This design comes from an exercise in tuning for small area, a short achievable clock period and few clock cycles per item on the open sky130 flow, not from production work. Only simulation tests tie the RTL to the original design; equivalence was not proved.

==> inputs of 04-16 <==
// luxconv
module luxconv (
    input  wire        clk,
    input  wire        rst,
    input  wire        req_valid,
    input  wire [1:0]  req_gain,
    input  wire [7:0]  req_cycles,
    input  wire [15:0] req_ch1,
    input  wire [15:0] req_ch0,
    output wire        req_ready,
    output wire        rsp_valid,
    output reg  [3:0]  rsp_status,
    output reg  [23:0] rsp_lux,
    output reg  [2:0]  obs_band,
    output wire [32:0] obs_ratio,
    output wire [23:0] obs_chn0,
    output wire [23:0] obs_chn1,
    output reg  [23:0] obs_scale0,
    output reg  [23:0] obs_scale1,
    output reg  [1:0]  phase
);
Settings: LEC_CHECK=0, CAP_MARGIN=20, CORE_MARGIN=2, CORE_UTILIZATION=40, SETUP_SLACK_MARGIN=5, SLEW_MARGIN=20, SYNTH_MEMORY_MAX_BITS=65536; clock period 12.0 ns.
run.sh (not shown) runs the stock make flow with config.mk's settings and CLKGATE_MAP_FILE= SYNTH_SCRIPT=/design/flow/synth_recipe.tcl, a recipe that flattens the netlist after the stock synthesis.
==> 12-06: changes against 04-16 <==
--- a/flow/design.v
+++ b/flow/design.v
@@ -199,14 +199,16 @@
     reg  [23:0] rem;
     reg  [25:0] d3;          
     reg  [35:0] quo;
     reg  [38:0] prod_m;
     reg         dinit;       
-    reg         dlong;       
-    reg         dwide;       
+    reg         f_q256;      
+    reg         f_q4k;       
+    reg         f_q16m;      
     reg  [3:0]  dcnt;        
     reg         lux_done;    
+    reg         lux_try;     
     reg         op_lux1, op_lux2;
     reg  [23:0] ma;
     reg  [8:0]  bd_one, bd_two, bd_neg;
     assign req_ready = (phase != PH_BUSY);
     assign rsp_valid = (phase == PH_DONE);
@@ -279,24 +281,28 @@
             acc   = acc + ({16'd0, ~bd_neg[i], b_w[24:0]} << (2*i));
             negs[2*i] = bd_neg[i];
         end
         acc = acc + negs;
     end
-    wire fits12 = (chn1[23:2]  < chn0);
-    wire fits24 = (chn1[23:14] < chn0);
+    wire [23:0] chn1_new = acc[39:16];
+    wire n_q256 = ({chn1_new, 2'd0} < {2'd0, chn0});
+    wire n_q4k  = (chn1_new[23:2]  < chn0);
+    wire n_q16m = (chn1_new[23:14] < chn0);
     reg [23:0] r_in;
     reg [35:0] q_in;
     always @(*) begin
         if (!dinit) begin
             r_in = rem;
             q_in = quo;
-        end else if (!dlong) begin
-            r_in = {2'd0, chn1[23:2]};  q_in = {chn1[1:0], 34'd0};
-        end else if (dwide) begin
-            r_in = 24'd0;                q_in = {2'd0, chn1, 10'd0};
-        end else begin
+        end else if (f_q256) begin
+            r_in = {chn1[21:0], 2'd0};   q_in = 36'd0;
+        end else if (f_q4k) begin
+            r_in = {2'd0, chn1[23:2]};   q_in = {chn1[1:0], 34'd0};
+        end else if (f_q16m) begin
             r_in = {14'd0, chn1[23:14]}; q_in = {chn1[13:0], 22'd0};
+        end else begin
+            r_in = 24'd0;                q_in = {2'd0, chn1, 10'd0};
         end
     end
     reg [23:0] r_st [0:2];
     reg [35:0] q_st [0:2];
     reg [25:0] r_sh;
@@ -319,27 +325,35 @@
             end else begin
                 r_st[k+1] = r_sh[23:0]; q_st[k+1] = {q_st[k][33:0], 2'b00};
             end
         end
     end
-    wire [3:0] dleft = dinit ? (!dlong ? 4'd2 : (dwide ? 4'd8 : 4'd5))
+    wire [3:0] dleft = dinit ? (f_q256 ? 4'd1 : f_q4k ? 4'd2 : f_q16m ? 4'd5 : 4'd8)
                              : (dcnt - 4'd1);
-    wire cert_b1 = ({chn1, 2'd0} < {2'd0, chn0});
-    wire cert_b5 = ({chn1, 2'd0} >= d3);
-    wire [2:0] band_guess = band_of({q_st[1][29:0], 6'd32});
+    wire q512 = ({chn1, 1'd0} < {1'd0, chn0});
+    wire q768 = ({chn1, 2'd0} >= d3);
+    wire [2:0] band_first = q768 ? 3'd5 : q512 ? 3'd2 : 3'd5;
+    wire [29:0] qw = q_st[1][29:0];
+    wire try_ok = (band_of({qw, 6'd0}) == obs_band) && (band_of({qw, 6'd63}) == obs_band);
+    wire [2:0] band_guess = band_of({qw, 6'd32});
     wire [2:0] band_fin   = band_of(quo);
-    wire       at_first = (step == S_DIV) && dinit && !dlong;
-    wire [2:0] band_next = at_first ? (cert_b1 ? 3'd1 : 3'd5)
+    wire       try_fail   = op_lux1 && lux_try && !try_ok;
+    wire       at_first = (step == S_DIV) && dinit;
+    wire       lux_again = at_first && !f_q256;
+    wire [2:0] band_next = at_first ? band_first
                          : (step == S_DIV) ? band_guess : band_fin;
     always @(posedge clk) begin
         if (issue) begin
             ma <= sc0;
             {bd_neg, bd_two, bd_one} <= booth_enc(req_ch0);
         end else if (step == S_MUL0) begin
             ma <= obs_scale1;
             {bd_neg, bd_two, bd_one} <= booth_enc(ch1);
-        end else if (op_lux1) begin
+        end else if (step == S_MUL1) begin
+            ma <= chn1_new;
+            {bd_neg, bd_two, bd_one} <= booth_enc(M1);
+        end else if (op_lux1 && !try_fail && !lux_again) begin
             ma <= chn0;
             {bd_neg, bd_two, bd_one} <= booth_enc(coef_b_of(obs_band));
         end else begin
             ma <= chn1;
             {bd_neg, bd_two, bd_one} <= booth_enc(coef_m_of(band_next));
@@ -389,43 +403,48 @@
                 S_MUL0: begin
                     chn0 <= acc[39:16];
                     step <= S_MUL1;
                 end
                 S_MUL1: begin
-                    chn1  <= acc[39:16];
-                    dinit <= 1'b1;
-                    dlong <= 1'b0;
-                    step  <= S_DIV;
+                    chn1     <= chn1_new;
+                    f_q256   <= n_q256;
+                    f_q4k    <= n_q4k;
+                    f_q16m   <= n_q16m;
+                    dinit    <= 1'b1;
+                    step     <= S_DIV;
+                    op_lux1  <= 1'b1;
+                    obs_band <= 3'd1;
+                    lux_try  <= 1'b0;
                     if (chn0 == 24'd0) begin
                         phase      <= PH_DONE;
                         rsp_status <= ST_DEGEN;
+                        obs_band   <= 3'd0;
                     end
                 end
                 S_DIV: begin
                     if (op_lux2)
                         lux_done <= 1'b1;
-                    if (at_first && (cert_b1 || cert_b5)) begin
+                    if (lux_again) begin
+                        op_lux1  <= 1'b1;
+                        op_lux2  <= 1'b0;
+                        obs_band <= band_next;
+                        lux_try  <= !q768;
+                    end
+                    if (try_fail) begin
                         op_lux1  <= 1'b1;
+                        op_lux2  <= 1'b0;
+                        lux_try  <= 1'b0;
                         obs_band <= band_next;
                     end
-                    if (dinit && !dlong && !fits12) begin
-                        dlong <= 1'b1;
-                        dwide <= !fits24;
-                    end else begin
-                        dinit <= 1'b0;
-                        quo   <= q_st[2];
-                        dcnt  <= dleft;
-                        if (dleft == 4'd1 && !lux_done && !op_lux1 && !op_lux2) begin
-                            op_lux1  <= 1'b1;
-                            obs_band <= band_next;
-                        end
-                        if (dleft == 4'd0) begin
-                            if (lux_done || op_lux2)
-                                phase <= PH_DONE;
-                            else
-                                step  <= S_LUX2;
-                        end
+                    dinit <= 1'b0;
+                    quo   <= q_st[2];
+                    dcnt  <= dleft;
+                    if (dleft == 4'd0) begin
+                        if (lux_done || op_lux2)
+                            phase <= PH_DONE;
+                        else
+                            step  <= S_LUX2;
                     end
                 end
                 S_LUX1: begin
                     step <= S_LUX2;
                 end
==> qor summary <==
quantity                                                                             04-16                    12-06
Outcome                                                            complete, no violations  complete, no violations
Largest net degree at the start of global routing                                      101                      111
Overall Global Routing Usage                                                         38.5%                    38.2%
Signal buffers                                                                         585                      662
Number of antenna violations at the first check in global routing                       10                        9
Multi-input gate area in the final layout                                      0.0360 mm^2              0.0370 mm^2
PnR worst setup slack                                                              4830 ps                  4470 ps
Fraction of layout cells with a size suffix above 1                                  16.3%                    18.5%
Startpoint class of the critical path                                           input port                flip-flop
Clock buffer count from CTS                                                             42                       44
Initial Util                                                                         40.2%                    40.2%
#MultiIn Comb                                                                         4477                     4554
Capturing instance or port of the critical path                              obs_scale0[3]                  rem[10]
Xor-xnor portion of the synthesized cell area                                        7.61%                    7.58%
GR Util met2                                                                         56.6%                    53.7%
Number of resized instances in the post-cts repair step                                330                      483
Timing startpoint of the critical path                                       req_cycles[6]                 chn1[20]
Data required time at the worst endpoint                                          12430 ps                 12550 ps
Worst-skew pair later-pin latency                                                   620 ps                   650 ps
Peak fanout along the critical path                                                     78                        8
Number of global-route vias before repair                                            44865                    46360
Worst reg-to-reg path cell count                                                        37                       26
Testbench counts of 04-16, summed over its fixed seeds: cycles 9,906, items 1,600.
Testbench counts of 12-06, summed over its fixed seeds: cycles 9,111, items 1,600.

[re-timing with driven ports]
The results above use ideal ports. As a check the final layouts listed here were re-extracted and re-timed, cells and wires unchanged.
Step 1 (the two cells are an assumption about what drives the block):
set clk [get_ports {clk}]
set_driving_cell -lib_cell sky130_fd_sc_hd__clkbuf_16 $clk
set_driving_cell -lib_cell sky130_fd_sc_hd__buf_2 [delete_from_list [all_inputs] $clk]
Step 2 times the ports against the registers' clock, not the clock port: input delays grow and output delays shrink by t, the midpoint of the rising clock arrivals with the driver on.
Slacks: ideal / step 1 / step 2; pairs: ideal / step 1.
| run | shift t [ns] | setup slack, ns | worst register clock-pin slew, ns | worst slew at a driven data input, ns |
|---|---|---|---|---|
| 04-16 | 0.686 | 4.831 / 4.892 / 4.206 | 0.07 / 0.07 | 0.11 |
| 12-06 | 0.698 | 4.473 / 4.473 / 4.336 | 0.08 / 0.08 | 0.05 |
After both steps setup and hold are still met in every run listed. The setup slack of 04-16, which loses most, moves by +0.061 ns with the drivers and by -0.625 ns with both steps.
